Context: an optimization exercise on an open-source flow, tuned for small area. The choices shown serve that exercise and are no tape-out recipe.
Only simulation tests tie the RTL to the original design; equivalence was not proved.

// rd_dds
module rd_dds (
  input  wire        clk,
  input  wire        rst,           
  input  wire [31:0] cmd,
  input  wire        cmd_valid,
  output wire        cmd_ready,
  input  wire        tick,
  input  wire        dial_active,
  input  wire        pulse,
  input  wire        db_release,
  input  wire        sf_inhibit,
  input  wire [1:0]  map_policy,
  output wire [7:0]  sample,
  output wire        out_en,
  output wire        busy,
  output wire [4:0]  digit,
  output wire        digit_valid,
  output wire        sf_arm,
  output wire        sf_cancel
);
  rd_dds_engine u_engine (
    .clk(clk), .rst(rst),
    .cmd(cmd), .cmd_valid(cmd_valid), .cmd_ready(cmd_ready),
    .tick(tick),
    .sample(sample), .out_en(out_en), .busy(busy)
  );
  rd_dds_decoder u_decoder (
    .clk(clk), .rst(rst),
    .dial_active(dial_active), .pulse(pulse), .db_release(db_release),
    .sf_inhibit(sf_inhibit), .map_policy(map_policy),
    .digit(digit), .digit_valid(digit_valid),
    .sf_arm(sf_arm), .sf_cancel(sf_cancel)
  );
endmodule
clock: 10.0 ns
lec_check: 0
cap_margin: 20
core_margin: 2
core_utilization: 40
place_density: 0.6
slew_margin: 20
standard.sh (not shown) runs the stock make flow with config.mk's settings and CLKGATE_MAP_FILE= SYNTH_SCRIPT=/design/flow/synth_recipe.tcl, a recipe that flattens the netlist after the stock synthesis.
==> flow/flow/run.sh <==
#!/bin/bash
# Own layout flow:
#   1. the standard synthesis (standard.sh synth), unchanged;
#   2. its combinational cells remapped for area with yosys + ABC; every
#      flip-flop instance is kept as the standard synthesis made it;
#   3. the standard layout (standard.sh) from the remapped netlist, with
#      the port buffers made of buf_1 cells.
# Each tool writes its full output to a log file in this folder.
set -euo pipefail
W=$(pwd)
R=$W/orfs/results/$FLOW_PLATFORM/rd_dds/base
LIB=$FLOW_HOME/platforms/$FLOW_PLATFORM/lib/sky130_fd_sc_hd__tt_025C_1v80.lib
YOSYS=$FLOW_HOME/../tools/install/yosys/bin/yosys

bash standard.sh synth > 1_standard_synth.log 2>&1
cp "$R/1_2_yosys.v" "$W/1_2_yosys_standard.v"

# liberty of the combinational cells the standard netlist uses (read as logic)
CELLS=$(grep -oE 'sky130_fd_sc_hd__[a-z0-9_]+' "$W/1_2_yosys_standard.v" | sort -u |
        grep -vE '__(df|edf|sdf|dl|sdl|conb)' || true)
python3 flow/libsub.py "$LIB" $CELLS > "$W/comb.lib"
# liberty ABC maps to: plain combinational cells only
python3 flow/libsub.py "$LIB" --map > "$W/map.lib"

sed -e "s#@LIB@#$LIB#g" -e "s#@W@#$W#g" flow/reopt.ys > "$W/reopt.ys"
"$YOSYS" -s "$W/reopt.ys" > 2_yosys_remap.log 2>&1

export BUFFER_PORTS_ARGS="-buffer_cell sky130_fd_sc_hd__buf_1"
bash standard.sh > 3_standard_layout.log 2>&1
==> flow/flow/area.abc <==
strash
&get -n
&deepsyn -T 60
&put
dch -f
map -a
topo
==> flow/flow/reopt.ys <==
# Remap the combinational cells of the standard netlist for area; the
# flip-flops stay black boxes, so their instances and names are unchanged.
read_liberty -lib @LIB@
read_liberty -overwrite @W@/comb.lib
read_verilog @W@/1_2_yosys_standard.v
hierarchy -check -top rd_dds
flatten
opt_clean -purge
tee -o @W@/remap_before.txt stat -liberty @LIB@
abc -liberty @W@/map.lib -script @W@/flow/area.abc
# the mapped cells as black boxes again, with their port directions
read_liberty -lib -overwrite @LIB@
opt_clean -purge
hilomap -singleton -hicell sky130_fd_sc_hd__conb_1 HI -locell sky130_fd_sc_hd__conb_1 LO
opt_clean -purge
tee -o @W@/remap_after.txt stat -liberty @LIB@
check -assert -mapped
write_verilog -noattr -nohex -nodec @W@/orfs/results/sky130hd/rd_dds/base/1_2_yosys.v
Other scripts of this flow, unchanged in this note and not shown: flow/flow/libsub.py
The starting point ran to the end with no violations.
Then changed:
--- a/flow/flow/run.sh
+++ b/flow/flow/run.sh
@@ -4,2 +4,3 @@
-#   2. its combinational cells remapped for area with yosys + ABC; every
-#      flip-flop instance is kept as the standard synthesis made it;
+#   2. its combinational cells remapped for area with yosys + ABC (four runs
+#      with different ABC seeds, the smallest kept); every flip-flop instance
+#      is kept as the standard synthesis made it;
@@ -7 +8 @@
-#      the port buffers made of buf_1 cells.
+#      buf_1 port buffers and a clock tree of clkbuf_4 without dummy loads.
@@ -25,2 +26,17 @@
-sed -e "s#@LIB@#$LIB#g" -e "s#@W@#$W#g" flow/reopt.ys > "$W/reopt.ys"
-"$YOSYS" -s "$W/reopt.ys" > 2_yosys_remap.log 2>&1
+for s in 1 2 3 4; do
+  mkdir -p "$W/remap$s"
+  sed -e "s#@S@#$s#g" flow/area.abc > "$W/remap$s/area.abc"
+  sed -e "s#@LIB@#$LIB#g" -e "s#@W@#$W#g" -e "s#@D@#$W/remap$s#g" flow/reopt.ys > "$W/remap$s/reopt.ys"
+  "$YOSYS" -s "$W/remap$s/reopt.ys" > "2_yosys_remap$s.log" 2>&1 &
+done
+wait
+best=""; best_area=""
+for s in 1 2 3 4; do
+  a=$(awk '/Chip area/ {print $NF}' "$W/remap$s/after.txt" 2>/dev/null || true)
+  [[ -n "$a" && -f "$W/remap$s/1_2_yosys.v" ]] || continue
+  if [[ -z "$best" ]] || awk -v a="$a" -v b="$best_area" 'BEGIN{exit !(a < b)}'; then
+    best=$s; best_area=$a
+  fi
+done
+echo "remap runs: best $best, area $best_area" > 2_remap_choice.log
+cp "$W/remap$best/1_2_yosys.v" "$R/1_2_yosys.v"
@@ -28,0 +45 @@
+export CTS_ARGS="-sink_clustering_enable -repair_clock_nets -dont_use_dummy_load -buf_list sky130_fd_sc_hd__clkbuf_4 -root_buf sky130_fd_sc_hd__clkbuf_4"
==> flow/flow/area.abc (replaced) <==
strash
&get -n
&deepsyn -T 150 -S @S@
&put
dc2
dch -f
amap -m
topo
--- a/flow/flow/reopt.ys
+++ b/flow/flow/reopt.ys
@@ -9,2 +9,2 @@
-tee -o @W@/remap_before.txt stat -liberty @LIB@
-abc -liberty @W@/map.lib -script @W@/flow/area.abc
+tee -o @D@/before.txt stat -liberty @LIB@
+abc -liberty @W@/map.lib -script @D@/area.abc
@@ -16 +16 @@
-tee -o @W@/remap_after.txt stat -liberty @LIB@
+tee -o @D@/after.txt stat -liberty @LIB@
@@ -18 +18 @@
-write_verilog -noattr -nohex -nodec @W@/orfs/results/sky130hd/rd_dds/base/1_2_yosys.v
+write_verilog -noattr -nohex -nodec @D@/1_2_yosys.v
- The new run went through all stages and came out clean
- area after synthesis fell by 4.2%
- fmax fell by 3.6%
- non-clock buffer count is unchanged
- utilization fell by 1.6 points
- via count fell by 1.9%
- cell area fell by 7.9%
- clock skew rose by 4.7 ps

---

Another version of the RTL of rd_dds (not shown whole).
For scale: ~650 cells after synthesis, ~61 I/O pins, about 0.0042 mm2 of cells after synthesis.
export LEC_CHECK = 0
export CAP_MARGIN = 20
export CORE_MARGIN = 2
export CORE_UTILIZATION = 40
export PLACE_DENSITY = 0.6
export SLEW_MARGIN = 20
create_clock -name core_clock -period 10.0 [get_ports {clk}]
==> flow/flow/run.sh <==
#!/bin/bash
# Own layout flow:
#   1. the standard synthesis (standard.sh synth), unchanged;
#   2. its combinational cells remapped for area with yosys + ABC (four runs of eight
#      rounds of ABC deepsyn with different seeds, the smallest kept); every flip-flop instance
#      is kept as the standard synthesis made it;
#   3. the standard layout (standard.sh) from the remapped netlist, with
#      buf_1 port buffers and a clock tree of clkbuf_2 (root clkbuf_4) without dummy loads.
# Each tool writes its full output to a log file in this folder.
set -euo pipefail
W=$(pwd)
R=$W/orfs/results/$FLOW_PLATFORM/rd_dds/base
LIB=$FLOW_HOME/platforms/$FLOW_PLATFORM/lib/sky130_fd_sc_hd__tt_025C_1v80.lib
YOSYS=$FLOW_HOME/../tools/install/yosys/bin/yosys

bash standard.sh synth > 1_standard_synth.log 2>&1
cp "$R/1_2_yosys.v" "$W/1_2_yosys_standard.v"

# liberty of the combinational cells the standard netlist uses (read as logic)
CELLS=$(grep -oE 'sky130_fd_sc_hd__[a-z0-9_]+' "$W/1_2_yosys_standard.v" | sort -u |
        grep -vE '__(df|edf|sdf|dl|sdl|conb)' || true)
python3 flow/libsub.py "$LIB" $CELLS > "$W/comb.lib"
# liberty ABC maps to: plain combinational cells only
python3 flow/libsub.py "$LIB" --map > "$W/map.lib"

for s in 1 2 3 4; do
  mkdir -p "$W/remap$s"
  sed -e "s#@S@#$s#g" -e "s#@S1@#$((s + 10))#g" -e "s#@S2@#$((s + 20))#g" -e "s#@S3@#$((s + 30))#g" -e "s#@S4@#$((s + 40))#g" -e "s#@S5@#$((s + 50))#g" -e "s#@S6@#$((s + 60))#g" -e "s#@S7@#$((s + 70))#g" flow/area.abc > "$W/remap$s/area.abc"
  sed -e "s#@LIB@#$LIB#g" -e "s#@W@#$W#g" -e "s#@D@#$W/remap$s#g" flow/reopt.ys > "$W/remap$s/reopt.ys"
  "$YOSYS" -s "$W/remap$s/reopt.ys" > "2_yosys_remap$s.log" 2>&1 &
done
wait
best=""; best_area=""
for s in 1 2 3 4; do
  a=$(awk '/Chip area/ {print $NF}' "$W/remap$s/after.txt" 2>/dev/null || true)
  [[ -n "$a" && -f "$W/remap$s/1_2_yosys.v" ]] || continue
  if [[ -z "$best" ]] || awk -v a="$a" -v b="$best_area" 'BEGIN{exit !(a < b)}'; then
    best=$s; best_area=$a
  fi
done
echo "remap runs: best $best, area $best_area" > 2_remap_choice.log
cp "$W/remap$best/1_2_yosys.v" "$R/1_2_yosys.v"

export BUFFER_PORTS_ARGS="-buffer_cell sky130_fd_sc_hd__buf_1"
export CTS_ARGS="-sink_clustering_enable -repair_clock_nets -dont_use_dummy_load -buf_list sky130_fd_sc_hd__clkbuf_2 -root_buf sky130_fd_sc_hd__clkbuf_4"
bash standard.sh > 3_standard_layout.log 2>&1
==> flow/flow/area.abc <==
strash
&get -n
&deepsyn -T 120 -S @S@
&put
dc2
dch -f
amap -m
strash
&get -n
&deepsyn -T 40 -S @S1@
&put
dch -f
amap -m
strash
&get -n
&deepsyn -T 40 -S @S2@
&put
dch -f
amap -m
strash
&get -n
&deepsyn -T 40 -S @S3@
&put
dch -f
amap -m
strash
&get -n
&deepsyn -T 40 -S @S4@
&put
dch -f
amap -m
strash
&get -n
&deepsyn -T 40 -S @S5@
&put
dch -f
amap -m
strash
&get -n
&deepsyn -T 40 -S @S6@
&put
dch -f
amap -m
strash
&get -n
&deepsyn -T 40 -S @S7@
&put
dch -f
amap -m
topo
Other scripts of this flow, unchanged in this note and not shown: flow/flow/libsub.py, flow/flow/reopt.ys
The baseline finished clean.
Change:
--- a/flow/flow/run.sh
+++ b/flow/flow/run.sh
@@ -2,9 +2,9 @@
 # Own layout flow:
 #   1. the standard synthesis (standard.sh synth), unchanged;
-#   2. its combinational cells remapped for area with yosys + ABC (four runs of eight
+#   2. its combinational cells remapped for area with yosys + ABC (four runs of four
 #      rounds of ABC deepsyn with different seeds, the smallest kept); every flip-flop instance
 #      is kept as the standard synthesis made it;
 #   3. the standard layout (standard.sh) from the remapped netlist, with
-#      buf_1 port buffers and a clock tree of clkbuf_2 (root clkbuf_4) without dummy loads.
+#      buf_1 port buffers and a clock tree of clkbuf_4 without dummy loads.
 # Each tool writes its full output to a log file in this folder.
 set -euo pipefail
@@ -26,5 +26,5 @@
 for s in 1 2 3 4; do
   mkdir -p "$W/remap$s"
-  sed -e "s#@S@#$s#g" -e "s#@S1@#$((s + 10))#g" -e "s#@S2@#$((s + 20))#g" -e "s#@S3@#$((s + 30))#g" -e "s#@S4@#$((s + 40))#g" -e "s#@S5@#$((s + 50))#g" -e "s#@S6@#$((s + 60))#g" -e "s#@S7@#$((s + 70))#g" flow/area.abc > "$W/remap$s/area.abc"
+  sed -e "s#@S@#$s#g" -e "s#@S1@#$((s + 10))#g" -e "s#@S2@#$((s + 20))#g" -e "s#@S3@#$((s + 30))#g" flow/area.abc > "$W/remap$s/area.abc"
   sed -e "s#@LIB@#$LIB#g" -e "s#@W@#$W#g" -e "s#@D@#$W/remap$s#g" flow/reopt.ys > "$W/remap$s/reopt.ys"
   "$YOSYS" -s "$W/remap$s/reopt.ys" > "2_yosys_remap$s.log" 2>&1 &
@@ -43,4 +43,4 @@
 
 export BUFFER_PORTS_ARGS="-buffer_cell sky130_fd_sc_hd__buf_1"
-export CTS_ARGS="-sink_clustering_enable -repair_clock_nets -dont_use_dummy_load -buf_list sky130_fd_sc_hd__clkbuf_2 -root_buf sky130_fd_sc_hd__clkbuf_4"
+export CTS_ARGS="-sink_clustering_enable -repair_clock_nets -dont_use_dummy_load -buf_list sky130_fd_sc_hd__clkbuf_4 -root_buf sky130_fd_sc_hd__clkbuf_4"
 bash standard.sh > 3_standard_layout.log 2>&1
==> flow/flow/area.abc (replaced) <==
strash
&get -n
&deepsyn -T 120 -S @S@
&put
dc2
dch -f
amap -m
strash
&get -n
&deepsyn -T 60 -S @S1@
&put
dch -f
amap -m
strash
&get -n
&deepsyn -T 60 -S @S2@
&put
dch -f
amap -m
strash
&get -n
&deepsyn -T 60 -S @S3@
&put
dch -f
amap -m
topo
=> The new run completed with no timing, DRC or antenna violations. Synthesized area came out higher by 0.33%. Sequential share of layout area is about the same. Maximum frequency came out lower by about 3.5%. Clock skew stays flat. Cell count came out higher by 1.0%.
Change:
--- a/flow/flow/run.sh
+++ b/flow/flow/run.sh
@@ -2,6 +2,6 @@
 # Own layout flow:
 #   1. the standard synthesis (standard.sh synth), unchanged;
-#   2. its combinational cells remapped for area with yosys + ABC (four runs of four
-#      rounds of ABC deepsyn with different seeds, the smallest kept); every flip-flop instance
+#   2. its combinational cells remapped for area with yosys + ABC (four runs
+#      with different ABC seeds, the smallest kept); every flip-flop instance
 #      is kept as the standard synthesis made it;
 #   3. the standard layout (standard.sh) from the remapped netlist, with
@@ -26,5 +26,5 @@
 for s in 1 2 3 4; do
   mkdir -p "$W/remap$s"
-  sed -e "s#@S@#$s#g" -e "s#@S1@#$((s + 10))#g" -e "s#@S2@#$((s + 20))#g" -e "s#@S3@#$((s + 30))#g" flow/area.abc > "$W/remap$s/area.abc"
+  sed -e "s#@S@#$s#g" flow/area.abc > "$W/remap$s/area.abc"
   sed -e "s#@LIB@#$LIB#g" -e "s#@W@#$W#g" -e "s#@D@#$W/remap$s#g" flow/reopt.ys > "$W/remap$s/reopt.ys"
   "$YOSYS" -s "$W/remap$s/reopt.ys" > "2_yosys_remap$s.log" 2>&1 &
==> flow/flow/area.abc (replaced) <==
strash
&get -n
&deepsyn -T 150 -S @S@
&put
dc2
dch -f
amap -m
topo
The new run finished with timing, DRC and antenna clean.
Utilization rises by 0.35 points.
Worst setup slack is worse by 0.31 ns.
Non-clock buffer count stays the same.
Sequential share of layout area drops by 0.45 points.
Area after synthesis increases by about 1.9%.
Routed wire length climbs by 3.1%.
Global-route usage grows by 0.25 points.
Cell area came out higher by about 1.7%.
Clock skew rises by 0.015 ns.
Clock-buffer cell count is unchanged.
Change:
--- a/flow/flow/run.sh
+++ b/flow/flow/run.sh
@@ -6,5 +6,5 @@
 #      is kept as the standard synthesis made it;
 #   3. the standard layout (standard.sh) from the remapped netlist, with
-#      buf_1 port buffers and a clock tree of clkbuf_4 without dummy loads.
+#      buf_1 port buffers and a clock tree of clkbuf_4 (root clkbuf_8) without dummy loads.
 # Each tool writes its full output to a log file in this folder.
 set -euo pipefail
@@ -43,4 +43,4 @@
 
 export BUFFER_PORTS_ARGS="-buffer_cell sky130_fd_sc_hd__buf_1"
-export CTS_ARGS="-sink_clustering_enable -repair_clock_nets -dont_use_dummy_load -buf_list sky130_fd_sc_hd__clkbuf_4 -root_buf sky130_fd_sc_hd__clkbuf_4"
+export CTS_ARGS="-sink_clustering_enable -repair_clock_nets -dont_use_dummy_load -buf_list sky130_fd_sc_hd__clkbuf_4 -root_buf sky130_fd_sc_hd__clkbuf_8 -sink_clustering_size 20"
 bash standard.sh > 3_standard_layout.log 2>&1
Result: Count of clock-buffer cells in the layout does not change; synthesized cell count does not change; global-route usage stays flat; fmax is higher by 1.5%; final area is higher by 1.2%; critical path depth is unchanged; die area is unchanged.

[separate check: timing with driven ports]
In the flow no input, the clock included, has a driving cell. The finished layouts below were timed again as built, in two steps.
Step 1: set_driving_cell puts a clkbuf_16 on clk and a buf_2 on each other input, an assumption about the parent block.
Step 2 adds t to the input delays and takes it off the output delays; t is the mean of the earliest and latest rising clock arrival at the registers after step 1. Input paths then give back, and output paths get back, about the clock's delay inside the block.
Slacks: ideal ports / drivers / drivers and shift; pairs: ideal ports / drivers.
run | t (ns) | setup WS [ns] | clock arrival spread, ns
the first run of note 1 | 0.359 | 3.449 / 3.411 / 3.770 | 0.010 / 0.010
the second run of note 1 | 0.435 | 3.202 / 3.172 / 3.607 | 0.015 / 0.015
the first run of note 2 | 0.439 | 3.010 / 2.982 / 3.421 | 0.037 / 0.038
the second run of note 2 | 0.430 | 2.755 / 2.726 / 3.156 | 0.034 / 0.034
the third run of note 2 | 0.445 | 2.449 / 2.418 / 2.754 | 0.050 / 0.050
the fourth run of note 2 | 0.377 | 2.564 / 2.531 / 2.701 | 0.031 / 0.031
After both steps setup and hold are still met in every run listed.
